This design comes from an exercise in tuning for small area on the open sky130 flow, not from production work.
In this exercise RTL edits were held to simulation tests only and were not proved equivalent to the original.
No activity file was given, so power comes from the tool's default toggle rates.

**flow/config.mk**
```make
export PLATFORM = sky130hd
export DESIGN_NAME = mse_core
export DESIGN_NICKNAME = mse_core
export VERILOG_FILES = /design/flow/design.v
export SDC_FILE = /design/flow/constraint.sdc
export NUM_CORES = 4
export LEC_CHECK = 0
export ABC_AREA = 1
export CAP_MARGIN = 0
export CORE_MARGIN = 2
export CORE_UTILIZATION = 45
export CTS_BUF_LIST = sky130_fd_sc_hd__clkbuf_8
export CTS_CLUSTER_DIAMETER = 60
export CTS_CLUSTER_SIZE = 16
export PLACE_DENSITY = 0.6
export SLEW_MARGIN = 0
```
**flow/constraint.sdc**
```tcl
create_clock -name core_clock -period 40.0 [get_ports {clk}]
set_input_delay 8.0000 -clock core_clock [delete_from_list [all_inputs] [get_ports {clk}]]
set_output_delay 8.0000 -clock core_clock [all_outputs]
set_load 0.01 [all_outputs]
```
**flow/design.v**
```verilog
module mse_quantizer (
    input  wire [15:0] raw,
    output wire [4:0]  code       
);
    wire        neg = raw[15];
    wire [14:0] u   = raw[14:0] ^ {15{neg}};
    function automatic uge15(input [14:0] a, input [14:0] b);
        reg c;
        integer i;
        begin
            c = 1'b1;
            for (i = 0; i < 15; i = i + 1)
                c = (a[i] & ~b[i]) | (c & ~(a[i] ^ b[i]));
            uge15 = c;
        end
    endfunction
    reg [3:0] lvl;
    integer k;
    always @* begin
        lvl = 4'd0;
        for (k = 1; k <= 12; k = k + 1)
            if (uge15(u, neg ? 15'(k * 2520 - 1) : 15'(k * 2520))) lvl = 4'(k);
    end
    assign code = {neg, lvl};
endmodule
module mse_qlevel (
    input  wire [4:0]  code,
    output wire [15:0] q
);
    reg [15:0] l, lm;
    always @* begin
        case (code[3:0])
            4'd0: begin l = 16'd0; lm = 16'hFFFF; end
            4'd1: begin l = 16'd1217; lm = 16'h04C0; end
            4'd2: begin l = 16'd2507; lm = 16'h09CA; end
            4'd3: begin l = 16'd3875; lm = 16'h0F22; end
            4'd4: begin l = 16'd5323; lm = 16'h14CA; end
            4'd5: begin l = 16'd6857; lm = 16'h1AC8; end
            4'd6: begin l = 16'd8483; lm = 16'h2122; end
            4'd7: begin l = 16'd10205; lm = 16'h27DC; end
            4'd8: begin l = 16'd12029; lm = 16'h2EFC; end
            4'd9: begin l = 16'd13963; lm = 16'h368A; end
            4'd10: begin l = 16'd16011; lm = 16'h3E8A; end
            4'd11: begin l = 16'd18181; lm = 16'h4704; end
            default: begin l = 16'd20480; lm = 16'd20479; end
        endcase
    end
    assign q = code[4] ? ~lm : l;
endmodule
module mse_core (
    input  wire        clk,
    input  wire        rst,
    input  wire        cmd_valid,
    output wire        cmd_ready,
    input  wire [31:0] cmd,
    output wire        rsp_valid,
    output wire [15:0] rsp,
    output wire        rsp_err
);
    function automatic [21:0] radd(input [21:0] a, input [21:0] b, input ci);
        logic c;
        c = ci;
        for (int i = 0; i < 22; i++) begin
            radd[i] = a[i] ^ b[i] ^ c;
            c = (a[i] & b[i]) | (c & (a[i] ^ b[i]));
        end
    endfunction
    function automatic logic uge(input [15:0] a, input [15:0] b);
        logic c;
        c = 1'b1;
        for (int i = 0; i < 16; i++)
            c = (a[i] & ~b[i]) | (c & ~(a[i] ^ b[i]));
        uge = c;
    endfunction
    function automatic [3:0] inc4(input [3:0] a);
        inc4 = radd({18'd0, a}, 22'd0, 1'b1);
    endfunction
    function automatic [3:0] dec4(input [3:0] a);
        dec4 = radd({18'd0, a}, {18'd0, 4'hF}, 1'b0);
    endfunction
    localparam [3:0] OP_INIT = 4'h1, OP_SETFN = 4'h2, OP_SETMODE = 4'h3,
                     OP_SETPAR = 4'h4, OP_CPYPAR = 4'h5, OP_PROC = 4'h6,
                     OP_BUF = 4'h7, OP_CFG = 4'h8, OP_QNT = 4'h9,
                     OP_LEDF = 4'hA, OP_LEDN = 4'hB;
    localparam [2:0] RT_ZERO = 3'd0, RT_ERR = 3'd1, RT_QNT = 3'd2, RT_LEDF = 3'd3,
                     RT_LEDN = 3'd4, RT_PROC = 3'd5;
    logic [15:0][15:0] r;         
    logic [3:0]        ph;        
    logic [15:0]       q0, q1, q2, q3;    
    logic [2:0]        func;
    logic              mode;
    logic [3:0]        idx;       
    logic [1:0]        fs;        
    logic [4:0]        lq;        
    logic              cp_act;    
    logic [1:0]        cp_nm1;    
    logic [1:0]        cp_k;      
    logic              cp_bad;
    logic [15:0]       cb0, cb1, cb2;    
    logic              busy;
    logic [4:0]        cnt;       
    logic [2:0]        rt;        
    logic              bmcfg;     
    logic              clr;       
    logic              pdec;      
    logic              pgate;     
    logic              stb;       
    logic [3:0]        chg;       
    logic pk;                     
    assign cmd_ready = ~busy & pk;
    wire is_r   = (func == 3'd0);
    wire is_pal = (func != 3'd0) & ~func[2];
    wire is_pw  = (func == 3'd1);
    wire is_pa  = (func == 3'd2);
    wire is_pc  = (func == 3'd3);
    wire is_bm  = func[2];
    wire is_ba  = (func == 3'd4);
    wire is_bb  = (func == 3'd5);
    wire is_bd  = (func == 3'd7);
    wire is_bab = is_ba | is_bb;      
    wire [15:0] p0 = q0 ^ 16'h8000, p1 = q1 ^ 16'h8000, p2 = q2 ^ 16'h8000, p3 = q3 ^ 16'h8000;
    logic [15:0] e2, e3;
    always_comb begin
        e2 = p2;
        e3 = p3;
        if (mode) begin
            e2 = is_pc ? p1 : 16'h8000;
            e3 = is_r ? 16'hC000 : (is_pa ? 16'h2000 : 16'h8000);
        end
    end
    wire [3:0]  c4     = p0[15:12];           
    wire [15:0] s1     = p1 ^ 16'h8000;
    wire [14:0] cmp_c  = p1[15:1];            
    wire [15:0] offs   = e2 ^ 16'h8000;
    wire [14:0] dcmp   = e2[15:1];            
    wire [14:0] metro  = e3[15:1];
    wire [2:0]  bcm1   = is_bb ? 3'd3 : (is_bd ? (mode ? 3'd7 : p3[15:13]) : 3'd7);    
    wire [1:0]  bframe = is_bab ? fs : idx[3:2];
    wire        xfer = cmd_valid & ~busy & pk;
    wire        peek = cmd_valid & ~pk;
    wire [3:0]  opc  = cmd[31:28];
    wire [7:0]  fa   = cmd[23:16];
    wire [15:0] imm  = cmd[15:0];
    wire        g1r  = fa[1];
    wire        g2   = fa[2];
    wire        g2r  = fa[3];
    logic legal;
    always_comb begin
        legal = 1'b0;
        if (cmd[27:24] == 4'd0) begin
            case (opc)
                OP_INIT:    legal = (imm == 16'd0);
                OP_SETFN:   legal = (fa[7:3] == 5'd0) && (imm == 16'd0);
                OP_SETMODE: legal = (fa[7:1] == 7'd0) && (imm == 16'd0);
                OP_SETPAR:  legal = (fa[7:2] == 6'd0);
                OP_CPYPAR:  legal = (fa[7:3] == 5'd0) && (imm == 16'd0) && (fa[2:0] <= 3'd4);
                OP_PROC:    legal = (imm == 16'd0);
                OP_BUF, OP_CFG, OP_LEDF, OP_LEDN:
                            legal = (fa == 8'd0) && (imm == 16'd0);
                OP_QNT:     legal = (fa == 8'd0);
                default:    legal = 1'b0;
            endcase
        end
    end
    wire hdr      = xfer & ~cp_act;
    wire cp_start = hdr & legal & (opc == OP_CPYPAR) & (fa[2:0] != 3'd0);
    wire dat      = xfer & cp_act;
    wire dat_last = dat & (cp_k == cp_nm1);
    wire dat_bad  = cp_bad | (cmd[31:16] != 16'd0);
    wire exec     = (hdr & ~cp_start) | dat_last;
    wire ok       = cp_act ? ~dat_bad : legal;
    wire [3:0] eop = cp_act ? OP_CPYPAR : opc;
    wire run      = exec & ok;
    function automatic logic flag_of(input logic [15:0] f, input logic [3:0] j, input logic [3:0] p);
        logic [3:0] s;
        s = radd({18'd0, j}, {18'd0, ~p}, 1'b1);
        flag_of = f[s];
    endfunction
    wire       is_cd  = is_bm & ~is_bab;
    wire [3:0] cm1    = is_pal ? c4 : {1'b0, bcm1};
    wire [3:0] x0     = uge({12'd0, cm1}, {12'd0, idx}) ? idx : 4'd0;
    wire       a1     = is_bm ? (is_cd & g2r & fs[0]) : g1r;
    wire [3:0] n1     = (x0 == cm1) ? 4'd0 : inc4(x0);
    logic [15:0] rf;      
    always_comb for (int i = 0; i < 16; i++) rf[i] = r[i][5];
    wire [3:0] y1     = a1 ? ((is_bm & flag_of(rf, n1, ph)) ? 4'd0 : n1) : x0;
    logic [1:0] b_fr;
    always_comb begin
        b_fr = fs;
        if (g2r) begin
            if (is_bb) b_fr = (fs == 2'd0) ? 2'd1 : (fs == 2'd1) ? 2'd2 : 2'd0;
            else       b_fr = (fs == 2'd0) ? 2'd1 : 2'd0;
        end
    end
    wire [3:0] n2     = (y1 == cm1) ? 4'd0 : inc4(y1);
    wire [3:0] y2     = (is_bm & g1r) ? (flag_of(rf, is_bb ? {b_fr, n2[1:0]} : n2, ph) ? 4'd0 : n2) : y1;
    wire [3:0] n_idx  = (is_r & g2r) ? 4'd0 : y2;
    wire       p_dec  = is_pc & g1r & ~fs[1];
    wire       p_gate = is_pw ? g2r : (g2 & ~(fs[0] & (idx == y1)));
    wire [1:0] p_fs   = {g2 | (~g1r & fs[1]), g2};
    wire [3:0] tgt = is_bb ? {fs, idx[1:0]} : idx;
    wire        proc_ring = (rt == RT_PROC) & ~is_r;
    wire        stb_now   = stb | (ph == 4'd12);
    wire [3:0]  e_old     = (idx == 4'd0) ? c4 : dec4(idx);
    wire [1:0]   wsel = {ph[1] & ~mode, ph[0]};
    logic [15:0] wk;
    always_comb begin
        case (wsel)
            2'd0:    wk = p0;
            2'd1:    wk = p1;
            2'd2:    wk = p2;
            default: wk = p3;
        endcase
        if (mode & is_bd & (ph[1:0] == 2'd3)) wk = 16'hFFFF;
        wk = wk ^ 16'h8000;
    end
    wire slot_ok = ~(is_bd & (ph[1:0] == 2'd3));
    logic [15:0] v0, v1, v2;
    logic [21:0] dsum, gsum;
    always_comb begin
        v0   = r[0];
        dsum = radd({7'd0, v0[14:0]}, ~{7'd0, dcmp}, 1'b1);
        v1   = v0;
        if (pdec && ph == e_old) v1 = dsum[21] ? 16'd0 : dsum[15:0];
        gsum = radd({{6{v1[15]}}, v1}, is_pc ? {7'd0, cmp_c} : {{6{s1[15] ^ is_pw}}, s1 ^ {16{is_pw}}}, is_pw);
        v2   = v1;
        if (pgate && ph == idx) begin
            if (is_pw)             v2 = s1;
            else if (gsum[21])     v2 = 16'd0;
            else if (gsum[15])     v2 = 16'h7FFF;
            else                   v2 = gsum[15:0];
        end
    end
    logic [15:0] hw;
    logic [3:0]  n_chg;
    always_comb begin
        hw    = r[0];
        n_chg = chg;
        if (busy) begin
            if (clr) hw = 16'd0;
            if (bmcfg && stb_now) begin
                if (ph[3:2] == 2'd3) begin
                    n_chg[ph[1:0]] = slot_ok & ((clr ? 16'd0 : r[0]) != wk);
                    if (slot_ok) hw = wk;
                end else if (ph[3:2] == bframe && chg[ph[1:0]]) begin
                    hw = {10'd0, wflag, wcode};
                end
            end
            if (proc_ring & is_pal) hw = v2;
        end
    end
    wire done  = (cnt[4] | (cnt == 5'd16)) & (~bmcfg | (stb_now & (ph == 4'd11)));
    assign rsp_valid = busy & (proc_ring ? (ph == tgt) : (cnt == 5'd16));
    assign rsp_err   = (rt == RT_ERR);
    wire [4:0]  wcode;
    mse_quantizer u_qnt (.raw((rt == RT_QNT) ? cb0 : wk), .code(wcode));
    wire        wflag = wk[15] & (wk[14:10] == 5'd0) & (~wk[9] | (wk[8:0] == 9'd0));
    wire [4:0]  qc    = {r[0][4] ^ (~is_bab & fs[0]), r[0][3:0]};
    wire [4:0]  qsel  = (rt == RT_LEDN) ? lq : ((rt == RT_QNT) ? wcode : qc);
    wire [15:0] qv;
    mse_qlevel u_qlv (.code(qsel), .q(qv));
    wire [2:0]  rs   = idx[2:0];
    wire [15:0] rz_e = cnt[0] ? p0 : p1;
    function automatic [2:0] dig5(input [15:0] v);
        if      (uge(v, 16'd52429)) dig5 = 3'd4;
        else if (uge(v, 16'd39322)) dig5 = 3'd3;
        else if (uge(v, 16'd26215)) dig5 = 3'd2;
        else if (uge(v, 16'd13108)) dig5 = 3'd1;
        else                        dig5 = 3'd0;
    endfunction
    wire [21:0] rz_y = radd({6'd0, rz_e}, {4'd0, rz_e, 2'd0}, 1'b0);    
    wire [2:0]  rz_d = dig5(rs[2] ? rz_y[15:0] : rz_e);
    logic [3:0] rz_sub;
    always_comb begin
        if (cnt[0]) begin    
            case (rz_d)
                3'd0:    rz_sub = 4'b0000;
                3'd1:    rz_sub = 4'b1000;
                3'd2:    rz_sub = 4'b1010;
                3'd3:    rz_sub = 4'b1011;
                default: rz_sub = 4'b1111;
            endcase
        end else begin       
            case (rz_d)
                3'd0:    rz_sub = 4'b0000;
                3'd1:    rz_sub = 4'b0010;
                3'd2:    rz_sub = 4'b0101;
                3'd3:    rz_sub = 4'b0110;
                default: rz_sub = 4'b1101;
            endcase
        end
    end
    wire        rz_bit = rz_sub[~rs[1:0]];
    logic       rz_ma;
    always_ff @(posedge clk) rz_ma <= rz_bit;
    wire        ma   = rz_ma;
    wire        mb   = rz_bit;
    wire [14:0] bal  = e2[15:1];
    wire [15:0] lvl  = e3 ^ 16'h8000;
    wire [15:0] ca   = ma ? {1'b0, bal ^ {15{~rs[2]}}} : 16'd0;
    logic [14:0] pulse;
    always_comb begin
        if (idx == 4'd0)                                  pulse = metro;
        else if (c4[0] && idx == inc4({1'b0, c4[3:1]})) pulse = {1'b0, metro[14:1]};
        else                                              pulse = 15'd0;
    end
    wire [15:0] op1  = is_r ? ca : v2;
    wire [15:0] op2  = is_r ? (mb ? lvl : 16'd0) : (is_pa ? offs : 16'd0);
    wire [14:0] op3  = is_pa ? pulse : 15'd0;
    wire [21:0] acc  = radd(radd({{6{op1[15]}}, op1}, {{6{op2[15]}}, op2}, 1'b0), {7'd0, op3}, 1'b0);
    wire [15:0] x16  = is_pw ? ((pgate | gsum[21]) ? s1 : v1) :
                       (~acc[21] & (acc[16] | acc[15])) ? 16'h7FFF :
                       ( acc[21] & ~(acc[16] & acc[15])) ? 16'h8000 : acc[15:0];
    wire [21:0] p5   = radd({{6{x16[15]}}, x16}, {{4{x16[15]}}, x16, 2'b00}, 1'b0);
    wire [15:0] pal_out = p5[18:3];
    wire [15:0] rz_out  = x16;
    wire [7:0] ledf = is_bb ? ((bframe == 2'd0) ? 8'd85 : (bframe == 2'd1) ? 8'd170 : 8'd255)
                            : ((bframe == 2'd0) ? 8'd127 : 8'd255);
    logic [15:0] rsp_v;
    always_comb begin
        case (rt)
            RT_QNT:  rsp_v = qv;
            RT_LEDF: rsp_v = is_bm ? {8'd0, ledf} : 16'd0;
            RT_LEDN: rsp_v = is_bm ? {8'd0, ~qv[15], qv[14:8]} : 16'd0;
            RT_PROC: rsp_v = is_r ? rz_out : (is_pal ? pal_out : qv);
            default: rsp_v = 16'd0;
        endcase
    end
    assign rsp = rsp_v;
    always_ff @(posedge clk) begin
        ph <= inc4(ph);
        r  <= {hw, r[15:1]};
    end
    wire par_clr = rst | (run & (eop == OP_INIT));
    wire ld_sp   = run & (eop == OP_SETPAR);
    wire ld_cp   = run & (eop == OP_CPYPAR) & cp_act;
    wire ld0 = (ld_sp & (fa[1:0] == 2'd0)) | ld_cp;
    wire ld1 = (ld_sp & (fa[1:0] == 2'd1)) | (ld_cp & (cp_nm1 != 2'd0));
    wire ld2 = (ld_sp & (fa[1:0] == 2'd2)) | (ld_cp & cp_nm1[1]);
    wire ld3 = (ld_sp & (fa[1:0] == 2'd3)) | (ld_cp & (cp_nm1 == 2'd3));
    always_ff @(posedge clk) begin
        if (par_clr) begin
            q0 <= 16'd0; q1 <= 16'd0; q2 <= 16'd0; q3 <= 16'd0;
        end else begin
            if (ld0) q0 <= cb0 ^ 16'h8000;
            if (ld1) q1 <= cb1 ^ 16'h8000;
            if (ld2) q2 <= cb2 ^ 16'h8000;
            if (ld3) q3 <= imm ^ 16'h8000;
        end
    end
    wire [2:0] nfunc = (eop == OP_INIT) ? 3'd0 : (eop == OP_SETFN) ? fa[2:0] : func;
    always_ff @(posedge clk) begin
        if (rst) begin
            func <= 3'd0; mode <= 1'b0; idx <= 4'd0; pk <= 1'b0;
            cp_act <= 1'b0; busy <= 1'b0;
        end else begin
            if (peek & (~cp_act | (cp_k == 2'd0))) cb0 <= imm;
            if (peek & (cp_act ? (cp_k == 2'd1) : (opc == OP_SETPAR) & (fa[1:0] == 2'd1))) cb1 <= imm;
            if (peek & (cp_act ? (cp_k == 2'd2) : (opc == OP_SETPAR) & (fa[1:0] == 2'd2))) cb2 <= imm;
            if (dat) begin
                cp_bad <= dat_bad;
                cp_k   <= inc4({2'b0, cp_k});
                if (dat_last) cp_act <= 1'b0;
            end
            if (cp_start) begin
                cp_act <= 1'b1;
                cp_nm1 <= dec4({1'b0, fa[2:0]});
                cp_k   <= 2'd0;
                cp_bad <= 1'b0;
            end
            pk <= cmd_valid & ~xfer;
            if (busy) begin
                cnt <= radd({17'd0, cnt}, 22'd0, 1'b1);
                chg <= n_chg;
                if (bmcfg & stb_now) stb <= 1'b1;
                if (rsp_valid & (rt == RT_PROC) & is_bm) lq <= qc;
                if (done) busy <= 1'b0;
            end
            if (exec) begin
                busy  <= 1'b1;
                cnt   <= 5'd1;
                stb   <= 1'b0;
                bmcfg <= 1'b0;
                clr   <= 1'b0;
                pdec  <= 1'b0;
                pgate <= 1'b0;
                rt    <= ok ? RT_ZERO : RT_ERR;
            end
            if (run) begin
                case (eop)
                    OP_INIT: begin
                        mode <= 1'b0; func <= 3'd0; idx <= 4'd0;
                    end
                    OP_SETFN: begin
                        func <= fa[2:0]; idx <= 4'd0; fs <= 2'd0; lq <= 5'd0;
                        clr  <= (fa[2:0] != 3'd0);
                    end
                    OP_SETMODE: mode <= fa[0];
                    OP_PROC: begin
                        rt  <= RT_PROC;
                        idx <= n_idx;
                        if (is_pal) begin
                            fs    <= p_fs;
                            pdec  <= p_dec;
                            pgate <= p_gate;
                        end else if (is_bm) begin
                            fs  <= is_bab ? b_fr : {1'b0, fs[0] ^ g2r};
                        end
                    end
                    OP_QNT:  rt <= RT_QNT;
                    OP_LEDF: rt <= RT_LEDF;
                    OP_LEDN: rt <= RT_LEDN;
                    default: ;
                endcase
                case (eop)
                    OP_SETFN, OP_SETMODE, OP_SETPAR, OP_CPYPAR, OP_CFG:
                        bmcfg <= nfunc[2];
                    default: ;
                endcase
            end
        end
    end
endmodule
```
**flow/flow/run.sh**
```bash
#!/bin/bash
# The standard layout (standard.sh), with three changes in how it is made:
#  - ABC maps the logic for area with amap (flow/abc_area.script replaces ORFS's area script;
#    registers are untouched, so they keep the standard synthesis's names and cells);
#  - CTS without dummy loads, clustered onto clkbuf_8 leaf buffers;
#  - port buffers made with the smallest buffer.
# Every ORFS step writes its own log under orfs/logs; make's output goes to flow_make.log.
set -euo pipefail
rm -rf scripts_local
cp -r "$FLOW_HOME/scripts" scripts_local
cp flow/abc_area.script scripts_local/abc_area.script
export SCRIPTS_DIR="$PWD/scripts_local"
export CTS_ARGS="-sink_clustering_enable -repair_clock_nets -dont_use_dummy_load -buf_list sky130_fd_sc_hd__clkbuf_8 -sink_clustering_size 16 -sink_clustering_max_diameter 60"
export BUFFER_PORTS_ARGS="-buffer_cell sky130_fd_sc_hd__buf_1"
bash standard.sh > flow_make.log 2>&1
```
**flow/flow/abc_area.script**
```
strash
dch
amap
strash
dch
amap
```
**flow/standard.sh**
```bash
#!/bin/bash
# synth_recipe.tcl (not shown) runs the flow's synth.tcl, then flattens the netlist and writes it again
# the make line also repeats each setting of config.mk as NAME=value (left out here)
make -C /OpenROAD-flow-scripts/flow DESIGN_CONFIG=/design/flow/config.mk WORK_HOME=/design/flow/orfs CLKGATE_MAP_FILE= SYNTH_SCRIPT=/design/flow/synth_recipe.tcl "${@:-finish}"
```
==> results.json, run 1 <==
{
  "dieArea_sq_mm": 0.0451,
  "yosysUniqueCellTypes": 50,
  "gp_congestion": 0.978,
  "worst_pin_slew_ps": 1160,
  "grt_usage": 0.317,
  "drv_cap": 0,
  "fillers": 4114,
  "ff2ff_path_depth": 53,
  "dr_total_vias": 17300,
  "drt-vias-per-instance": 6.27,
  "path_max_fanout": 15,
  "initial_core_util": 0.454,
  "synth.avg_cell_area_sq_um": 9.58,
  "r2r_setup_slack_ps": 24040,
  "antenna_cells": 0,
  "synth_fp_nets": 2207,
  "p_leak_nw": 7.45,
  "cp-start-kind": "register",
  "first_pass_iters": 8,
  "async_flop_share": 0,
  "synth_warnings": 3,
  "seq_area_frac_synth": 0.463,
  "port_buffers": 53,
  "coreArea_sq_mm": 0.0430,
  "relSlewSlack": 0.222,
  "synth.area.top_cells": "dfxtp_1 34%, edfxtp_1 12%, fa_1 9.2%",
  "critPathMaxStageDelay_ps": 790,
  "synth_edf_count": 77,
  "ctsLongestPathBuffers": 3,
  "finalSetupViolCount": 0,
  "clk_latency_ps": 640,
  "r2r_start": "func[0]$_SDFFE_PP0P_",
  "path_delay_family": "adder cells",
  "cts_tree": "yes",
  "regArea_sq_mm": 0.00904,
  "wire_per_inst_microns": 25.9,
  "ys.flop_type": "dfxtp_1",
  "cts-buffers-inserted": 38,
  "clock_sinks": 413,
  "cts_resized": 0,
  "antenna_left": 0,
  "hold_depth": 0,
  "min_path_type": "register to register",
  "drive_gt1_frac": 0.0392,
  "fin_skew_ps": 79.4,
  "powerDensity_mw_per_mm2": 35.6,
  "min_period_ps": 37560,
  "io_pins": 54,
  "grt_pass1_wl_microns": 105000,
  "drt_iter0_markers": 2017,
  "die_w_microns": 212,
  "grt_overflow": 0,
  "synth_cells": 2037,
  "finalHoldViolCount": 0,
  "synth.largest_area_cell": "dfxtp_1",
  "antenna_found_initial": 1,
  "cp-end-kind": "output pin",
  "setup_tns_ps": 0,
  "hold_buffers": 0,
  "regToRegEndpoint": "r[248]$_DFF_P_",
  "wl_microns": 71400,
  "clk_pin_slew_worst_paths_ps": 80,
  "multi_input_area_sq_mm": 0.00957,
  "rows": 76,
  "critPathKind": "register to output pin",
  "crit_buf_inv": 19,
  "min_to": "r[66]$_DFF_P_",
  "area_delta_synth_final_pct": 9.20,
  "dp_hpwl_microns": 55600,
  "synth_area_sq_mm": 0.0195,
  "grt_pass1_vias": 16000,
  "finalMaxSlewViolations": 0,
  "final_area_sq_mm": 0.0213,
  "cts_setup_buffers": 0,
  "cp_common_cell": "fa_1",
  "crit_required_ps": 32000,
  "grt_max_degree": 61,
  "critPathSlowestCell": "fa_1",
  "hold_start": "r[82]$_DFF_P_",
  "peakVddDrop_uv": 33.0,
  "grt_setup_unrepaired": "no",
  "synth_top_cell_area_share": 0.345,
  "cts-root-buf": "clkbuf_8",
  "layout.nets": 2340,
  "cts_max_level": 2,
  "fin_crit_sh": 0.939,
  "outcome": "complete, no violations",
  "fmax_ghz": 0.0266,
  "postPlaceCellArea_sq_mm": 0.0208,
  "drc": 0,
  "ys_ff_latch": 413,
  "cp.arrival_ps": 29560,
  "fp.dieH_microns": 212
}
[kinds of logic (layout without fill, tap and decap cells)]
| logic type | after synthesis | after routing | synth area share |
|---|---|---|---|
| buffers and inverters | 255 | 386 | 0.0490 |
| adders and majority gates | 135 | 135 | 0.121 |
| AOI/OAI and AO/OA | 700 | 700 | 0.250 |
| DFF | 413 | 413 | 0.463 |
| and+or+nand+nor | 534 | 534 | 0.116 |
[worst max path at each step]
stage	slack, ps	end	cells past startpoint	start
after floorplan	4820	rsp[13]	90	mode$_SDFFE_PP0P_
after global placement	3750	rsp[13]	97	func[0]$_SDFFE_PP0P_
after detailed placement	3320	rsp[13]	97	func[0]$_SDFFE_PP0P_
after CTS	2640	rsp[13]	97	func[0]$_SDFFE_PP0P_
after global routing	1110	rsp[13]	97	func[0]$_SDFFE_PP0P_
final	2440	rsp[13]	97	func[0]$_SDFFE_PP0P_
[routing by layer]
| layer | wire, microns | part of all wire | track usage | vias to the layer above |
|---|---|---|---|---|
| li1 | - | - | - | 7834 |
| met1 | 31300 | 0.44 | 0.451 | 8396 |
| met2 | 30400 | 0.43 | 0.470 | 891 |
| met3 | 7030 | 0.098 | 0.0722 | 135 |
| met4 | 2620 | 0.037 | 0.116 | 0 |
| met5 | 0 | 0 | 0 | - |
[cell type report]
cell class,instances,area share
Clock buffer,38,0.0245
Tap cell,585,0.0343
Inverter,255,0.0449
Timing Repair Buffer,93,0.0234
Sequential cell,413,0.424
Multi-Input combinational cell,1369,0.449
[report_power, final]
part           leakage (nW)  internal (mW)  switching (mW)  total (mW)
Sequential             3.47          0.452         0.00983       0.462
Combinational          3.71         0.0258          0.0593      0.0851
Clock                 0.273         0.0848           0.128       0.212
Total                  7.45          0.563           0.197       0.759
[registers in the layout, indices dropped and copies added (netlist names), 2 cells and up]
name / flops
lq: 5
cb1: 16
cb2: 16
q0: 16
cp_nm1: 2
fs: 2
func: 3
q1: 16
ph: 4
rt: 3
cb0: 16
q2: 16
idx: 4
cp_k: 2
r: 256
chg: 4
cnt: 5
q3: 16
[stage by stage]
step / hold slack [ps] / setup WS, ps / std cells / total power, mW / util
2_1_floorplan: 310 / 4820 / 2037 / 0.520 / -
3_3_place_gp: 310 / 3750 / 2715 / 0.555 / 0.484
5_1_grt: 315 / 1110 / 2753 / 0.794 / 0.496
3_5_place_dp: 312 / 3320 / 2715 / 0.555 / 0.484
6_report: 312 / 2440 / 2753 / 0.759 / 0.496
4_1_cts: 311 / 2640 / 2753 / 0.766 / 0.496
[placed cells by master, fill, tap and decap left out, drive strengths merged, types with 12 or more instances in the layout]
cell type,count
dfxtp,336
nor2,291
clkinv,255
o22ai,182
nand2,109
o21ai,108
a21oi,104
buf,93
fa,90
edfxtp,77
o221a,48
ha,45
o32ai,41
nor3,41
clkbuf,38
a22oi,37
a221oi,27
a211oi,24
o221ai,23
nand3,19
o21a,16
nor2b,16
or2,14
or3,12
nor4,12
[synthesized netlist by cell type (10+ instances only)]
library cell  number
dfxtp_1          336
nor2_1           291
clkinv_1         255
o22ai_1          182
nand2_1          109
o21ai_0          108
a21oi_1          104
fa_1              90
edfxtp_1          77
o221a_1           48
ha_1              45
nor3_1            41
o32ai_1           41
a22oi_1           37
a221oi_1          27
a211oi_1          24
o221ai_1          23
nand3_1           19
nor2b_1           16
o21a_1            16
or2_0             14
nor4_1            12
or3_1             12
a2111oi_0         11
a31oi_1           11
a311oi_1          10
[worst register-to-register path: cells and delay by family, from the launching register on]
kind / cells / cell delay [ps]
compound gates: 6 / 1800
fa+ha+maj: 30 / 10200
buf+inv: 10 / 1620
flops: 1 / 340
simple gates: 7 / 1880
==> run 2, diff against run 1 <==
==> flow/config.mk (replaced) <==
export PLATFORM = sky130hd
export DESIGN_NAME = mse_core
export DESIGN_NICKNAME = mse_core
export VERILOG_FILES = /design/flow/design.v
export SDC_FILE = /design/flow/constraint.sdc
export NUM_CORES = 4
export LEC_CHECK = 0
export ABC_AREA = 1
export CAP_MARGIN = 10
export CORE_MARGIN = 2
export CORE_UTILIZATION = 55
export PLACE_DENSITY = 0.7
export SLEW_MARGIN = 10
==> results.json, run 2 <==
{
  "outcome": "complete, no violations",
  "largest_register_ff_count": 256,
  "top_register": "r",
  "clock_sinks": 413,
  "synth_fp_nets": 2207,
  "gp_congestion": 1.05,
  "grt_setup_unrepaired": "no",
  "ys_ff_latch": 413,
  "critPathSlowestCell": "dfxtp_1",
  "peakVddDrop_uv": 41.9,
  "ff2ff_path_depth": 52,
  "rows": 68,
  "drc": 0,
  "ys.flop_type": "dfxtp_1",
  "layout_common_cells": "336 x dfxtp_1, 289 x nor2_1, 255 x clkinv_1",
  "antenna_cells": 0,
  "grt_usage": 0.364,
  "drt_iter0_markers": 2121,
  "drive_gt1_frac": 0.0370,
  "synth_top_cell_area_share": 0.345,
  "critPathMaxStageDelay_ps": 820,
  "dr_total_vias": 17400,
  "finalMaxSlewViolations": 0,
  "synth_edf_count": 77,
  "cp.arrival_ps": 30160,
  "wire_per_inst_microns": 25.5,
  "dieArea_sq_mm": 0.0370,
  "drv_cap": 0,
  "area_delta_synth_final_pct": 8.08,
  "first_pass_iters": 7,
  "regArea_sq_mm": 0.00904,
  "finalHoldWorstSlack_ps": 303,
  "antenna_found_initial": 1,
  "fin_skew_ps": 99.5,
  "hold_buffers": 0,
  "final_area_sq_mm": 0.0211,
  "p_leak_nw": 7.42,
  "clk_pin_slew_worst_paths_ps": 80,
  "synth.largest_area_cell": "dfxtp_1",
  "drt-vias-per-instance": 6.65,
  "synth_warnings": 3,
  "setup_tns_ps": 0,
  "async_flop_share": 0,
  "finalHoldViolCount": 0,
  "io_pins": 54,
  "crit_start": "func[2]$_SDFFE_PP0P_",
  "r2r_setup_slack_ps": 23450,
  "worst_pin_slew_ps": 1040,
  "clk_latency_ps": 630,
  "grt_pass1_wl_microns": 99900,
  "crit_required_ps": 32000,
  "grt_pass1_vias": 16400,
  "multi_input_area_sq_mm": 0.00957,
  "critPathKind": "register to output pin",
  "fin_crit_sh": 0.954,
  "cts-root-buf": "clkbuf_8",
  "fp.dieH_microns": 192,
  "seq_area_frac_synth": 0.463,
  "cts_setup_buffers": 0,
  "cts_tree": "yes",
  "initial_core_util": 0.562,
  "path_max_fanout": 15,
  "min_path_type": "register to register",
  "cp-end-kind": "output pin",
  "r2r_start": "func[2]$_SDFFE_PP0P_",
  "layout.nets": 2335,
  "cts_max_level": 2,
  "antenna_left": 0,
  "die_w_microns": 192,
  "synth_area_sq_mm": 0.0195,
  "regToRegEndpoint": "r[248]$_DFF_P_",
  "fmax_ghz": 0.0262,
  "coreArea_sq_mm": 0.0347,
  "synth.most_common_cell": "dfxtp_1",
  "endpoint": "rsp[13]",
  "cts-buffers-inserted": 35,
  "min_period_ps": 38160,
  "powerDensity_mw_per_mm2": 35.5,
  "cp_common_cell": "fa_1",
  "synth_cells": 2037,
  "port_buffers": 53,
  "p_total_mw": 0.749,
  "relSlewSlack": 0.299,
  "dp_hpwl_microns": 51400,
  "grt_max_degree": 64,
  "synth.area.top_cells": "dfxtp_1 34%, edfxtp_1 12%, fa_1 9.2%",
  "fillers": 3004,
  "cts_resized": 0,
  "ctsLongestPathBuffers": 3,
  "final_common_cell": "dfxtp_1",
  "grt_overflow": 0,
  "synthTopCellsByCount": "336 x dfxtp_1, 291 x nor2_1, 255 x clkinv_1",
  "yosysUniqueCellTypes": 50,
  "synth.avg_cell_area_sq_um": 9.58,
  "finalSetupViolCount": 0,
  "cp-start-kind": "register",
  "postPlaceCellArea_sq_mm": 0.0206,
  "wl_microns": 66800
}
run 2: cell count changes in the layout (fill, tap and decap cells not counted):
cell       before  now
a2111oi_0       7    8
a2111oi_1       2    1
buf_4          40   38
clkbuf_8       38   35
run 2: cell type report:
cell class / count / area share
clock buffer: 35 / 0.0228
inverter: 255 / 0.0454
multi-input combinational: 1369 / 0.453
sequential: 413 / 0.428
tap: 455 / 0.0270
timing repair buffer: 91 / 0.0230
run 2: per-stage QoR:
| stage | worst slack (ps) | instances | util |
|---|---|---|---|
| finish | 1840 | 2618 | 0.608 |
| global route | 674 | 2618 | 0.608 |
| CTS | 2110 | 2618 | 0.608 |
| detailed placement | 2820 | 2583 | 0.594 |
| global placement | 3500 | 2583 | 0.594 |
| floorplan | 4820 | 2037 | - |
run 2: critical path: cells and delay by family, from the launching register on:
kind | cells | cell delay, ps
AND/OR/NAND/NOR | 6 | 1500
flip-flops | 1 | 820
adder cells (fa/ha/maj) | 62 | 22510
AO/OA/AOI/OAI | 10 | 2240
buffers and inverters | 18 | 2460
run 2: layer usage:
metal  up-vias  global-route usage  routed length (microns)
li1       7815                   -                        -
met1      8261               0.499                    27100
met2      1141               0.556                    28800
met3       197              0.0969                     8400
met4         0               0.127                     2480
met5         -                   0                        0
run 2: how the worst min path moves through the flow:
stage	startpoint	end	slack, ps	cells after the start
after global routing	r[228]$_DFF_P_	r[212]$_DFF_P_	300	0
final	r[228]$_DFF_P_	r[212]$_DFF_P_	300	0
after floorplan	r[16]$_DFF_P_	r[0]$_DFF_P_	310	0
after detailed placement	r[166]$_DFF_P_	r[150]$_DFF_P_	310	0
after CTS	r[228]$_DFF_P_	r[212]$_DFF_P_	300	0
after global placement	r[167]$_DFF_P_	r[151]$_DFF_P_	310	0
run 2: cells by family (layout without fill, tap and decap cells):
| logic type | count (synthesis) | after routing | synth area share |
|---|---|---|---|
| AND/OR/NAND/NOR | 534 | 534 | 0.116 |
| buffers and inverters | 255 | 381 | 0.0490 |
| adder cells (fa/ha/maj) | 135 | 135 | 0.121 |
| flip-flops | 413 | 413 | 0.463 |
| AO/OA/AOI/OAI | 700 | 700 | 0.250 |
run 2: where the power goes:
part / switching [mW] / internal (mW) / leakage (nW) / total [mW]
clock network: 0.124 / 0.0786 / 0.252 / 0.202
logic: 0.0589 / 0.0261 / 3.70 / 0.0850
registers: 0.0102 / 0.452 / 3.47 / 0.462
total: 0.193 / 0.557 / 7.42 / 0.749
==> run 3, diff against run 2 <==
--- a/flow/flow/run.sh
+++ b/flow/flow/run.sh
@@ -4,3 +4,3 @@
 #    registers are untouched, so they keep the standard synthesis's names and cells);
-#  - CTS without dummy loads, clustered onto clkbuf_8 leaf buffers;
+#  - CTS without dummy loads, clustered onto clkbuf_4 leaf buffers;
 #  - port buffers made with the smallest buffer.
@@ -12,3 +12,3 @@
 export SCRIPTS_DIR="$PWD/scripts_local"
-export CTS_ARGS="-sink_clustering_enable -repair_clock_nets -dont_use_dummy_load -buf_list sky130_fd_sc_hd__clkbuf_8 -sink_clustering_size 16 -sink_clustering_max_diameter 60"
+export CTS_ARGS="-sink_clustering_enable -repair_clock_nets -dont_use_dummy_load -buf_list sky130_fd_sc_hd__clkbuf_4 -sink_clustering_size 10 -sink_clustering_max_diameter 40"
 export BUFFER_PORTS_ARGS="-buffer_cell sky130_fd_sc_hd__buf_1"
==> flow/flow/abc_area.script (replaced) <==
strash
dch
amap
strash
dch
amap
strash
dch
amap
==> results.json, run 3 <==
{
  "layout.nets": 2408,
  "wl_met1_microns": 28600,
  "synth.area.top_cells": "dfxtp_1 35%, edfxtp_1 12%, fa_1 9.2%",
  "port_buffers": 53,
  "crit_buf_inv": 16,
  "clk_latency_ps": 820,
  "dp_cells": 2633,
  "final_cell_count_no_fill": 2692,
  "crit_required_ps": 32000,
  "dr_wl_met3_microns": 8590,
  "finalHoldViolCount": 0,
  "yosysUniqueCellTypes": 52,
  "fmax_ghz": 0.0264,
  "finalSetupViolCount": 0,
  "cp.arrival_ps": 29830,
  "ys.flop_type": "dfxtp_1",
  "critPathKind": "register to output pin",
  "synth.most_common_cell": "dfxtp_1",
  "cts_resized": 0,
  "synth_cells": 2084,
  "async_flop_share": 0,
  "critPathMaxStageDelay_ps": 730,
  "grt_setup_unrepaired": "no",
  "peakVddDrop_uv": 47.9,
  "drt-vias-per-instance": 6.64,
  "synth_warnings": 3,
  "regToRegEndpoint": "r[250]$_DFF_P_",
  "synthTopCellsByCount": "336 x dfxtp_1, 293 x nor2_1, 276 x clkinv_1",
  "routed.top_layer": "met4",
  "wl_microns": 72400,
  "wire_per_inst_microns": 26.9,
  "fp.dieH_microns": 192,
  "preCtsSetupSlack_ps": 3350,
  "ff2ff_path_depth": 50,
  "first_pass_iters": 6,
  "finalHoldWorstSlack_ps": 282,
  "min_path_type": "register to register",
  "synth_edf_count": 77,
  "cp-end-kind": "output pin",
  "cts_setup_buffers": 0,
  "io_pins": 54,
  "grt_max_degree": 61,
  "largest_register_ff_count": 256,
  "crit_cells": 96,
  "synth_area_sq_mm": 0.0195,
  "seq_area_frac_synth": 0.464,
  "drc": 0,
  "cts-root-buf": "clkbuf_4",
  "gp_congestion": 1.03,
  "layout_setup_ws_ps": 2170,
  "drive_gt1_frac": 0.0465,
  "path_delay_family": "adder cells",
  "cp-start-kind": "register",
  "ctsLongestPathBuffers": 3,
  "powerDensity_mw_per_mm2": 35.3,
  "grt_pass1_wl_microns": 107000,
  "drv_cap": 0,
  "worst_pin_slew_ps": 1270,
  "cp_common_cell": "fa_1",
  "fin_skew_ps": 106,
  "final_common_cell": "dfxtp_1",
  "initial_core_util": 0.561,
  "dr_total_vias": 17900,
  "dieArea_sq_mm": 0.0369,
  "r2r_start": "func[2]$_SDFFE_PP0P_",
  "critPathSlowestCell": "dfxtp_1",
  "grt_usage": 0.396,
  "setup_tns_ps": 0,
  "clock_sinks": 413,
  "crit_start": "func[2]$_SDFFE_PP0P_",
  "antenna_left": 0,
  "cts-buffers-inserted": 58,
  "min_period_ps": 37830,
  "area_delta_synth_final_pct": 7.89,
  "die_w_microns": 192,
  "wl_met2_microns": 30900,
  "cts_max_level": 2,
  "fin_crit_sh": 0.946,
  "top_register": "r",
  "grt_pass1_vias": 16900,
  "drt_iter0_markers": 2259,
  "synth.avg_cell_area_sq_um": 9.35,
  "coreArea_sq_mm": 0.0347,
  "dp_hpwl_microns": 56200,
  "ys_ff_latch": 413,
  "cts_tree": "yes",
  "outcome": "complete, no violations",
  "synth_fp_nets": 2254,
  "p_leak_nw": 7.39,
  "r2r_setup_slack_ps": 24110,
  "layout_common_cells": "336 x dfxtp_1, 291 x nor2_1, 276 x clkinv_1",
  "clk_pin_slew_worst_paths_ps": 90,
  "path_max_fanout": 14,
  "synth.largest_area_cell": "dfxtp_1",
  "grt_overflow": 0,
  "rows": 68,
  "hold_buffers": 0,
  "relSlewSlack": 0.132,
  "synth_top_cell_area_share": 0.345,
  "antenna_found_initial": 2,
  "endpoint": "rsp[13]",
  "finalMaxSlewViolations": 0
}
==> run 3: cell types whose count changed after synthesis, moves of 10 or more <==
cell / previous run / this run
nor3_1: 41 / 51
o221a_1: 48 / 16
clkinv_1: 255 / 276
a21oi_1: 104 / 142
o22ai_1: 182 / 206
o21ai_0: 108 / 130
nor2b_1: 16 / 29
==> run 3: area by class of cell <==
class,instances,area [sq um]
multi-input cells,1395,9430
inverters,276,1040
fillers,3042,13700
clock buffers,58,435
diodes,1,2.50
flip-flops and latches,413,9040
well taps,455,569
repair buffers,94,507
==> run 3: cells by family (layout without fill, tap and decap cells) <==
family,after synthesis,in the layout,share of synthesized area
other,0,1,0
xor gates and xnor gates,2,2,0.000899
AOI/OAI and AO/OA,717,717,0.241
DFF,413,413,0.464
buffers and inverters,276,428,0.0532
and+or+nand+nor,541,541,0.119
adders and majority gates,135,135,0.121
==> run 3: metal layers <==
layer | global-route usage | vias up
met4 | 0.201 | 0
met5 | 0 | -
met1 | 0.531 | 8473
li1 | - | 7949
met3 | 0.103 | 265
met2 | 0.592 | 1190
==> run 3: report_power, final <==
part / internal [mW] / total, mW / switching [mW]
Sequential: 0.451 / 0.463 / 0.0113
Clock: 0.0658 / 0.193 / 0.127
Combinational: 0.0263 / 0.0869 / 0.0606
Total: 0.544 / 0.743 / 0.199
==> run 3: worst min-delay path by stage <==
stage | from | end | cells past startpoint
final | r[177]$_DFF_P_ | r[161]$_DFF_P_ | 0
after global routing | r[176]$_DFF_P_ | r[160]$_DFF_P_ | 0
after CTS | r[218]$_DFF_P_ | r[202]$_DFF_P_ | 0
after detailed placement | r[35]$_DFF_P_ | r[19]$_DFF_P_ | 0
after global placement | r[168]$_DFF_P_ | r[152]$_DFF_P_ | 0
after floorplan | r[16]$_DFF_P_ | r[0]$_DFF_P_ | 0
==> run 3: per-stage QoR <==
stage                     cell area [sq um]   util  total power [mW]
after floorplan                       19500      -             0.519
after global placement                20600  0.593             0.553
after detailed placement              20600  0.593             0.555
after CTS                             21000  0.605             0.744
after global routing                  21000  0.605             0.770
final                                 21000  0.605             0.743
==> run 3: worst register-to-register path: cells and delay by family (launching register included) <==
kind	cells	cell delay, ps
DFF	1	730
AOI/OAI and AO/OA	5	1660
adders and majority gates	31	10060
and+or+nand+nor	6	1800
buffers and inverters	8	1470
==> run 4, diff against run 3 <==
--- a/flow/flow/run.sh
+++ b/flow/flow/run.sh
@@ -12,3 +12,3 @@
 export SCRIPTS_DIR="$PWD/scripts_local"
-export CTS_ARGS="-sink_clustering_enable -repair_clock_nets -dont_use_dummy_load -buf_list sky130_fd_sc_hd__clkbuf_4 -sink_clustering_size 10 -sink_clustering_max_diameter 40"
+export CTS_ARGS="-sink_clustering_enable -repair_clock_nets -dont_use_dummy_load -buf_list sky130_fd_sc_hd__clkbuf_4 -sink_clustering_size 12 -sink_clustering_max_diameter 35"
 export BUFFER_PORTS_ARGS="-buffer_cell sky130_fd_sc_hd__buf_1"
==> results.json, run 4 <==
{
  "relSlewSlack": 0.0878,
  "synth.most_common_cell": "dfxtp_1",
  "min_path_type": "register to register",
  "grt_overflow": 0,
  "largest_register_ff_count": 256,
  "io_pins": 54,
  "final_common_cell": "dfxtp_1",
  "synth_warnings": 3,
  "final_area_sq_mm": 0.0210,
  "grt_pass1_wl_microns": 106000,
  "cp_common_cell": "fa_1",
  "cp-start-kind": "register",
  "clk_pin_slew_worst_paths_ps": 100,
  "synth_area_sq_mm": 0.0195,
  "synth_top_cell_area_share": 0.345,
  "finalHoldViolCount": 0,
  "synthTopCellsByCount": "336 x dfxtp_1, 293 x nor2_1, 276 x clkinv_1",
  "yosysUniqueCellTypes": 52,
  "powerDensity_mw_per_mm2": 35.3,
  "layout_common_cells": "336 x dfxtp_1, 291 x nor2_1, 276 x clkinv_1",
  "cp.arrival_ps": 29830,
  "clk_latency_ps": 840,
  "dp_hpwl_microns": 56200,
  "fp.dieH_microns": 192,
  "synth_edf_count": 77,
  "dieArea_sq_mm": 0.0369,
  "wire_per_inst_microns": 26.8,
  "coreArea_sq_mm": 0.0347,
  "drv_cap": 0,
  "regArea_sq_mm": 0.00904,
  "clock_sinks": 413,
  "critPathKind": "register to output pin",
  "synth.avg_cell_area_sq_um": 9.35,
  "p_leak_nw": 7.38,
  "async_flop_share": 0,
  "ys_ff_latch": 413,
  "rows": 68,
  "first_pass_iters": 6,
  "drt-vias-per-instance": 6.63,
  "port_buffers": 53,
  "hold_buffers": 0,
  "drive_gt1_frac": 0.0461,
  "synth.largest_area_cell": "dfxtp_1",
  "cts-buffers-inserted": 57,
  "gp_congestion": 1.03,
  "fmax_ghz": 0.0264,
  "ctsLongestPathBuffers": 3,
  "grt_pass1_vias": 16900,
  "grt_usage": 0.394,
  "setup_tns_ps": 0,
  "final_util": 0.605,
  "finalSetupViolCount": 0,
  "finalMaxSlewViolations": 0,
  "fin_crit_sh": 0.946,
  "path_max_fanout": 14,
  "fillers": 3035,
  "critPathMaxStageDelay_ps": 710,
  "seq_area_frac_synth": 0.464,
  "ys.flop_type": "dfxtp_1",
  "peakVddDrop_uv": 39.4,
  "dr_total_vias": 17900,
  "drt_iter0_markers": 2331,
  "grt_setup_unrepaired": "no",
  "crit_required_ps": 32000,
  "outcome": "complete, no violations",
  "wl_microns": 72200,
  "die_w_microns": 192,
  "antenna_left": 0,
  "antenna_found_initial": 3,
  "initial_core_util": 0.561,
  "synth_cells": 2084,
  "top_register": "r",
  "layout.nets": 2407,
  "synth.area.top_cells": "dfxtp_1 35%, edfxtp_1 12%, fa_1 9.2%",
  "worst_pin_slew_ps": 1350,
  "cts_resized": 0,
  "multi_input_area_sq_mm": 0.00943,
  "postPlaceCellArea_sq_mm": 0.0206,
  "grt_max_degree": 61,
  "area_delta_synth_final_pct": 7.86,
  "min_period_ps": 37830,
  "fin_skew_ps": 130,
  "cp-end-kind": "output pin",
  "cts_tree": "yes",
  "synth_fp_nets": 2254,
  "cts-root-buf": "clkbuf_4",
  "cts_max_level": 2,
  "cts_setup_buffers": 0,
  "drc": 0,
  "critPathSlowestCell": "dfxtp_1"
}
[run 4: cell families after synthesis]
group | count (synthesis) | share of synthesized area
DFF | 413 | 0.464
xor gates and xnor gates | 2 | 0.000899
AOI/OAI and AO/OA | 717 | 0.241
buffers and inverters | 276 | 0.0532
adders and majority gates | 135 | 0.121
and+or+nand+nor | 541 | 0.119
[run 4: metrics by stage]
stage                     hold slack [ps]  std cells  setup WS, ps  power [mW]
after floorplan                       310       2084          5170       0.519
after detailed placement              312       2633          3350       0.555
after CTS                             262       2690          2410       0.742
after global routing                  253       2691           835       0.768
final                                 264       2692          2170       0.742
after global placement                310       2633          4070       0.553
[run 4: final cells by class]
cell class,instances,share of cell area
Multi-Input combinational cell,1395,0.449
Sequential cell,413,0.430
Inverter,276,0.0493
Tap cell,455,0.0271
Timing Repair Buffer,94,0.0241
Clock buffer,57,0.0204
Antenna cell,2,0.000238
[run 4: worst max-delay path: cells and delay by family (launching register included)]
family | cells | cell delay (ps)
AOI/OAI and AO/OA | 10 | 2070
adders and majority gates | 62 | 21950
and+or+nand+nor | 8 | 2130
DFF | 1 | 710
buffers and inverters | 16 | 2090
[run 4: report_power, final]
part / total (mW) / internal (mW) / switching (mW)
clock network: 0.192 / 0.0647 / 0.127
logic: 0.0873 / 0.0263 / 0.0610
registers: 0.463 / 0.452 / 0.0113
total: 0.742 / 0.543 / 0.199
[run 4: path summary, 6_finish.rpt]
check | start | end | slack [ps] | depth (start not counted)
setup / recovery | func[2]$_SDFFE_PP0P_ | rsp[13] | 2170 | 96
hold / removal | r[218]$_DFF_P_ | r[202]$_DFF_P_ | 260 | 0
setup reg to reg | func[2]$_SDFFE_PP0P_ | r[250]$_DFF_P_ | 24140 | 50
hold reg to reg | r[218]$_DFF_P_ | r[202]$_DFF_P_ | 260 | 0
[run 4: metal layers]
| metal | part of all wire | routed length [microns] | up-vias | GRT usage |
|---|---|---|---|---|
| met4 | 0.057 | 4110 | 0 | 0.198 |
| li1 | - | - | 7943 | - |
| met2 | 0.43 | 30700 | 1219 | 0.589 |
| met1 | 0.40 | 28800 | 8457 | 0.527 |
| met5 | 0 | 0 | - | 0 |
| met3 | 0.12 | 8560 | 242 | 0.105 |
==> run 5, diff against run 4 <==
--- a/flow/config.mk
+++ b/flow/config.mk
@@ -10,4 +10,4 @@
 export CORE_MARGIN = 2
-export CORE_UTILIZATION = 55
-export PLACE_DENSITY = 0.7
+export CORE_UTILIZATION = 65
+export PLACE_DENSITY = 0.8
 export SLEW_MARGIN = 10
==> results.json, run 5 <==
{
  "outcome": "complete, no violations",
  "final_util": 0.706,
  "grt_overflow": 0,
  "min_period_ps": 37830,
  "ys.flop_type": "dfxtp_1",
  "port_buffers": 53,
  "finalHoldWorstSlack_ps": 287,
  "drive_gt1_frac": 0.0422,
  "powerDensity_mw_per_mm2": 35.2,
  "worst_pin_slew_ps": 1090,
  "regToRegEndpoint": "r[252]$_DFF_P_",
  "synth.largest_area_cell": "dfxtp_1",
  "synth_fp_nets": 2254,
  "cts_setup_buffers": 0,
  "drv_cap": 0,
  "hold_buffers": 0,
  "drt-vias-per-instance": 6.96,
  "wire_per_inst_microns": 26.4,
  "path_delay_family": "adder cells",
  "cts_max_level": 2,
  "clock_sinks": 413,
  "grt_setup_unrepaired": "no",
  "top_register": "r",
  "r2r_setup_slack_ps": 24190,
  "dp_hpwl_microns": 53000,
  "p_total_mw": 0.735,
  "synth_top_cell_area_share": 0.345,
  "synthTopCellsByCount": "336 x dfxtp_1, 293 x nor2_1, 276 x clkinv_1",
  "critPathMaxStageDelay_ps": 820,
  "area_delta_synth_final_pct": 7.15,
  "grt_pass1_wl_microns": 103000,
  "path_max_fanout": 14,
  "grt_max_degree": 61,
  "async_flop_share": 0,
  "synth.most_common_cell": "dfxtp_1",
  "first_pass_iters": 7,
  "fp.dieH_microns": 177,
  "synth_edf_count": 77,
  "largest_register_ff_count": 256,
  "coreArea_sq_mm": 0.0296,
  "endpoint": "rsp[13]",
  "cts_resized": 0,
  "grt_pass1_vias": 17300,
  "ctsLongestPathBuffers": 3,
  "cts-root-buf": "clkbuf_4",
  "cp-start-kind": "register",
  "crit_required_ps": 32000,
  "dieArea_sq_mm": 0.0314,
  "antenna_left": 0,
  "clk_pin_slew_worst_paths_ps": 110,
  "antenna_found_initial": 1,
  "finalMaxSlewViolations": 0,
  "peakVddDrop_uv": 44.9,
  "crit_buf_inv": 15,
  "layout.nets": 2399,
  "cp-end-kind": "output pin",
  "cp_common_cell": "fa_1",
  "synth.avg_cell_area_sq_um": 9.35,
  "ff2ff_path_depth": 49,
  "fin_skew_ps": 104,
  "wl_microns": 69100,
  "rows": 63,
  "relSlewSlack": 0.257,
  "ys_ff_latch": 413,
  "cp.arrival_ps": 29830,
  "fin_crit_sh": 0.946,
  "synth_cells": 2084,
  "die_w_microns": 177,
  "synth_area_sq_mm": 0.0195,
  "clk_latency_ps": 780,
  "initial_core_util": 0.659,
  "setup_tns_ps": 0,
  "p_leak_nw": 7.34,
  "yosysUniqueCellTypes": 52,
  "drt_iter0_markers": 2923,
  "synth.area.top_cells": "dfxtp_1 35%, edfxtp_1 12%, fa_1 9.2%",
  "min_path_type": "register to register",
  "io_pins": 54,
  "crit_start": "func[2]$_SDFFE_PP0P_",
  "finalHoldViolCount": 0,
  "cts-buffers-inserted": 54,
  "cts_tree": "yes",
  "r2r_start": "func[2]$_SDFFE_PP0P_",
  "critPathKind": "register to output pin",
  "seq_area_frac_synth": 0.464,
  "dr_total_vias": 18200,
  "final_common_cell": "dfxtp_1",
  "crit_cells": 97,
  "layout_common_cells": "336 x dfxtp_1, 291 x nor2_1, 276 x clkinv_1",
  "drc": 0,
  "grt_usage": 0.442,
  "gp_congestion": 1.12,
  "finalSetupViolCount": 0,
  "critPathSlowestCell": "fa_1",
  "fmax_ghz": 0.0264,
  "synth_warnings": 3
}
## run 5: report_power, final
group | switching (mW) | leakage (nW) | internal (mW) | total (mW)
Combinational | 0.0590 | 3.63 | 0.0259 | 0.0850
Sequential | 0.0119 | 3.46 | 0.452 | 0.463
Clock | 0.125 | 0.248 | 0.0614 | 0.186
Total | 0.196 | 7.34 | 0.539 | 0.735
## run 5: layout make-up
| cell class | instances | area [sq um] |
|---|---|---|
| clock buffers | 54 | 405 |
| flip-flops and latches | 413 | 9040 |
| well taps | 390 | 488 |
| fillers | 2200 | 8680 |
| inverters | 276 | 1040 |
| diodes | 2 | 5.00 |
| multi-input cells | 1395 | 9430 |
| repair buffers | 89 | 474 |
## run 5: metrics by stage
step / setup WS (ps) / std cells / cell area (sq um)
floorplan: 5170 / 2084 / 19500
global placement: 3970 / 2562 / 20500
detailed placement: 3380 / 2562 / 20500
CTS: 2560 / 2616 / 20900
global route: 820 / 2619 / 20900
finish: 2170 / 2619 / 20900
## run 5: worst min path at each step
stage                        start  cells past startpoint        endpoint  slack [ps]
floorplan            r[16]$_DFF_P_                      0    r[0]$_DFF_P_         310
global placement    r[199]$_DFF_P_                      0  r[183]$_DFF_P_         310
detailed placement  r[124]$_DFF_P_                      0  r[108]$_DFF_P_         310
CTS                 r[240]$_DFF_P_                      0  r[224]$_DFF_P_         290
global route        r[195]$_DFF_P_                      0  r[179]$_DFF_P_         290
finish              r[195]$_DFF_P_                      0  r[179]$_DFF_P_         290
## run 5: cell families (layout without fill, tap and decap cells)
family	Yosys count	after routing	synth area share
flip-flops	413	413	0.464
adder cells (fa/ha/maj)	135	135	0.121
XOR/XNOR	2	2	0.000899
other	0	2	0
AO/OA/AOI/OAI	717	717	0.241
AND/OR/NAND/NOR	541	541	0.119
buffers and inverters	276	419	0.0532
## run 5: per-layer routing
layer  GRT usage  part of all wire
met1       0.577              0.37
met2       0.649              0.42
met3       0.139              0.15
met4       0.252             0.070
met5     0.00481                 0
==> run 6, diff against run 5 <==
--- a/flow/design.v
+++ b/flow/design.v
@@ -263,11 +263,5 @@
     wire [15:0] rz_e = cnt[0] ? p0 : p1;
-    function automatic [2:0] dig5(input [15:0] v);
-        if      (uge(v, 16'd52429)) dig5 = 3'd4;
-        else if (uge(v, 16'd39322)) dig5 = 3'd3;
-        else if (uge(v, 16'd26215)) dig5 = 3'd2;
-        else if (uge(v, 16'd13108)) dig5 = 3'd1;
-        else                        dig5 = 3'd0;
-    endfunction
-    wire [21:0] rz_y = radd({6'd0, rz_e}, {4'd0, rz_e, 2'd0}, 1'b0);    
-    wire [2:0]  rz_d = dig5(rs[2] ? rz_y[15:0] : rz_e);
+    wire [21:0] rz_y = radd({6'd0, rz_e}, {4'd0, rz_e, 2'd0}, 1'b0);
+    wire [21:0] rz_z = radd({6'd0, rz_y[15:0]}, {4'd0, rz_y[15:0], 2'd0}, 1'b0);
+    wire [2:0]  rz_d = rs[2] ? rz_z[18:16] : rz_y[18:16];
     logic [3:0] rz_sub;
==> flow/run.sh (new file) <==
#!/bin/bash
# synth_recipe.tcl (not shown) runs the flow's synth.tcl, then flattens the netlist and writes it again
# the make line also repeats each setting of config.mk as NAME=value (left out here)
make -C /OpenROAD-flow-scripts/flow DESIGN_CONFIG=/design/flow/config.mk WORK_HOME=/design/flow/orfs CLKGATE_MAP_FILE= SYNTH_SCRIPT=/design/flow/synth_recipe.tcl finish
--- a/flow/config.mk
+++ b/flow/config.mk
@@ -8,6 +8,9 @@
 export ABC_AREA = 1
-export CAP_MARGIN = 10
+export CAP_MARGIN = 0
 export CORE_MARGIN = 2
-export CORE_UTILIZATION = 65
-export PLACE_DENSITY = 0.8
-export SLEW_MARGIN = 10
+export CORE_UTILIZATION = 45
+export CTS_BUF_LIST = sky130_fd_sc_hd__clkbuf_8
+export CTS_CLUSTER_DIAMETER = 60
+export CTS_CLUSTER_SIZE = 16
+export PLACE_DENSITY = 0.6
+export SLEW_MARGIN = 0
removed: flow/flow/run.sh
removed: flow/flow/abc_area.script
removed: flow/standard.sh
==> results.json, run 6 <==
{
  "outcome": "complete, no violations",
  "hold_buffers": 0,
  "drc": 0,
  "grt_setup_unrepaired": "no",
  "cts_setup_buffers": 0,
  "area_delta_synth_final_pct": 8.41,
  "critPathKind": "register to output pin",
  "antenna_left": 0,
  "first_pass_iters": 8,
  "min_path_type": "register to register",
  "port_buffers": 53,
  "critPathMaxStageDelay_ps": 920,
  "peakVddDrop_uv": 37.0,
  "worst_pin_slew_ps": 1030,
  "cp-end-kind": "output pin",
  "async_flop_share": 0,
  "initial_core_util": 0.455,
  "crit_required_ps": 32000,
  "dp_hpwl_microns": 58200,
  "finalSetupViolCount": 0,
  "drt_iter0_markers": 2020,
  "r2r_setup_slack_ps": 25360,
  "cp.arrival_ps": 28590,
  "grt_usage": 0.300,
  "fin_skew_ps": 44.1,
  "synth.most_common_cell": "nand2_1",
  "grt_pass1_vias": 17900,
  "path_max_fanout": 29,
  "synth_area_sq_mm": 0.0217,
  "layout.nets": 2851,
  "fp.dieH_microns": 224,
  "regToRegEndpoint": "r[251]$_DFF_P_",
  "fillers": 4628,
  "synth.avg_cell_area_sq_um": 8.21,
  "p_leak_nw": 10.0,
  "cts_tree": "yes",
  "ctsLongestPathBuffers": 3,
  "drv_cap": 0,
  "synth_cells": 2641,
  "clk_pin_slew_worst_paths_ps": 90,
  "synth_fp_nets": 2830,
  "layout_common_cells": "542 x nand2_1, 336 x dfxtp_1, 305 x inv_1",
  "yosys.area_share.simple": 0.206,
  "cts-buffers-inserted": 37,
  "relSlewSlack": 0.307,
  "powerDensity_mw_per_mm2": 35.1,
  "min_period_ps": 36590,
  "grt_max_degree": 65,
  "rows": 80,
  "coreArea_sq_mm": 0.0476,
  "synth_top_family_by_area": "simple AND/OR/NAND/NOR gates",
  "synth_edf_count": 77,
  "largest_register_ff_count": 256,
  "final_util": 0.494,
  "hold_depth": 0,
  "ys.flop_type": "dfxtp_1",
  "ys_ff_latch": 413,
  "synthTopCellsByCount": "542 x nand2_1, 336 x dfxtp_1, 298 x inv_1",
  "setup_tns_ps": 0,
  "drive_gt1_frac": 0.0696,
  "synth_compound_area_frac": 0.157,
  "synth_xor_area_frac": 0.0210,
  "finalHoldViolCount": 0,
  "cp-start-kind": "register",
  "top_register": "r",
  "min_to": "r[139]$_DFF_P_",
  "hold_start": "r[155]$_DFF_P_",
  "dr_total_vias": 18700,
  "clock_sinks": 413,
  "grt_pass1_wl_microns": 112000,
  "antenna_cells": 0,
  "cts_resized": 0,
  "wire_per_inst_microns": 22.8,
  "synth_top_cell_area_share": 0.310,
  "fmax_ghz": 0.0273,
  "gp_congestion": 1.01,
  "drt-vias-per-instance": 5.67,
  "dieArea_sq_mm": 0.0500,
  "synth_warnings": 3,
  "die_w_microns": 224,
  "yosysUniqueCellTypes": 67,
  "clk_latency_ps": 650,
  "antenna_found_initial": 1,
  "grt_overflow": 0,
  "synthAdderAreaFrac": 0.120,
  "synth.largest_area_cell": "dfxtp_1",
  "fin_crit_sh": 0.915,
  "p_total_mw": 0.824,
  "synth.area.top_cells": "dfxtp_1 31%, edfxtp_1 11%, nand2_1 9.4%",
  "ff2ff_path_depth": 52,
  "finalMaxSlewViolations": 0,
  "r2r_start": "func[2]$_SDFFE_PP0P_",
  "io_pins": 54,
  "muxShareOfSynthArea": 0.00150,
  "cp_common_cell": "fa_1",
  "seq_area_frac_synth": 0.417,
  "cts_max_level": 2,
  "cts-root-buf": "clkbuf_8",
  "final_common_cell": "nand2_1",
  "wl_microns": 75200,
  "critPathSlowestCell": "fa_1"
}
==> run 6: logic make-up after synthesis <==
group / count (synthesis)
xor+xnor: 52
fa+ha+maj: 154
flops: 413
compound gates: 582
buf+inv: 422
mux: 3
simple gates: 1015
==> run 6: power by group <==
part           switching (mW)  internal (mW)
registers              0.0105          0.455
clock network           0.150          0.107
logic                  0.0701         0.0321
==> run 6: layer usage <==
layer	vias to the layer above	GRT usage	routed length (microns)
met4	0	0.152	4220
met2	879	0.467	33100
met1	8873	0.400	31600
li1	8767	-	-
met5	-	0	0
met3	194	0.0578	6300
==> run 6: worst max-delay path: cells and delay by family, from the launching register on <==
kind / cells / cell delay, ps
AO/OA/AOI/OAI: 10 / 1590
adder cells (fa/ha/maj): 62 / 22440
buffers and inverters: 16 / 2440
flip-flops: 1 / 320
AND/OR/NAND/NOR: 10 / 1150
==> run 6: layout make-up <==
cell class	instances	area (sq um)	share of cell area
clock buffers	38	523	0.0222
clock inverters	24	221	0.00942
inverters	320	1210	0.0513
multi-input cells	1806	11000	0.467
flip-flops and latches	413	9040	0.384
well taps	615	769	0.0327
repair buffers	84	763	0.0325
==> run 6: stage by stage <==
step | area [sq um] | hold slack (ps) | setup slack (ps) | cells
2_1_floorplan | 21700 | 310 | 7080 | 2641
3_3_place_gp | 22800 | 310 | 4580 | 3238
3_5_place_dp | 22800 | 312 | 4260 | 3238
4_1_cts | 23500 | 330 | 3510 | 3300
5_1_grt | 23500 | 331 | 2130 | 3300
6_report | 23500 | 326 | 3410 | 3300
==> run 6: worst max-delay path by stage <==
stage | start | to | slack [ps] | depth (start not counted)
after floorplan | mode$_SDFFE_PP0P_ | rsp[13] | 7080 | 97
after global placement | func[2]$_SDFFE_PP0P_ | rsp[13] | 4580 | 98
after detailed placement | func[2]$_SDFFE_PP0P_ | rsp[13] | 4260 | 98
after CTS | func[2]$_SDFFE_PP0P_ | rsp[13] | 3510 | 98
after global routing | func[2]$_SDFFE_PP0P_ | rsp[13] | 2130 | 98
final | func[2]$_SDFFE_PP0P_ | rsp[13] | 3410 | 98

afterwards: timing with drivers on the ports:
No port has a modelled driver above. Below, the same layouts with a new extraction and two added sets of constraints.
Step 1 assumes that a clkbuf_16 drives the clock port and a buf_2 every other input.
Step 2 also shifts input and output timing later by t, the mid clock arrival at the registers, as if the neighbouring blocks saw the same clock.
Slacks: ideal / step 1 / step 2; pairs: ideal / step 1.
| run | t (ns) | setup WS [ns] | clock arrival spread, ns | worst register clock-pin slew, ns | pins driven straight from the clock port |
|---|---|---|---|---|---|
| run 1 | 0.652 | 2.436 / 2.379 / 3.032 | 0.079 / 0.079 | 0.10 / 0.10 | 1 |
| run 2 | 0.634 | 1.843 / 1.790 / 2.424 | 0.100 / 0.100 | 0.11 / 0.11 | 1 |
| run 3 | 0.820 | 2.165 / 2.114 / 2.934 | 0.106 / 0.106 | 0.11 / 0.11 | 1 |
| run 4 | 0.829 | 2.173 / 2.121 / 2.950 | 0.130 / 0.130 | 0.11 / 0.11 | 1 |
| run 5 | 0.783 | 2.167 / 2.113 / 2.897 | 0.111 / 0.111 | 0.12 / 0.12 | 1 |
| run 6 | 0.680 | 3.412 / 3.357 / 4.037 | 0.045 / 0.044 | 0.11 / 0.11 | 1 |
After both steps setup and hold are still met in every run listed.
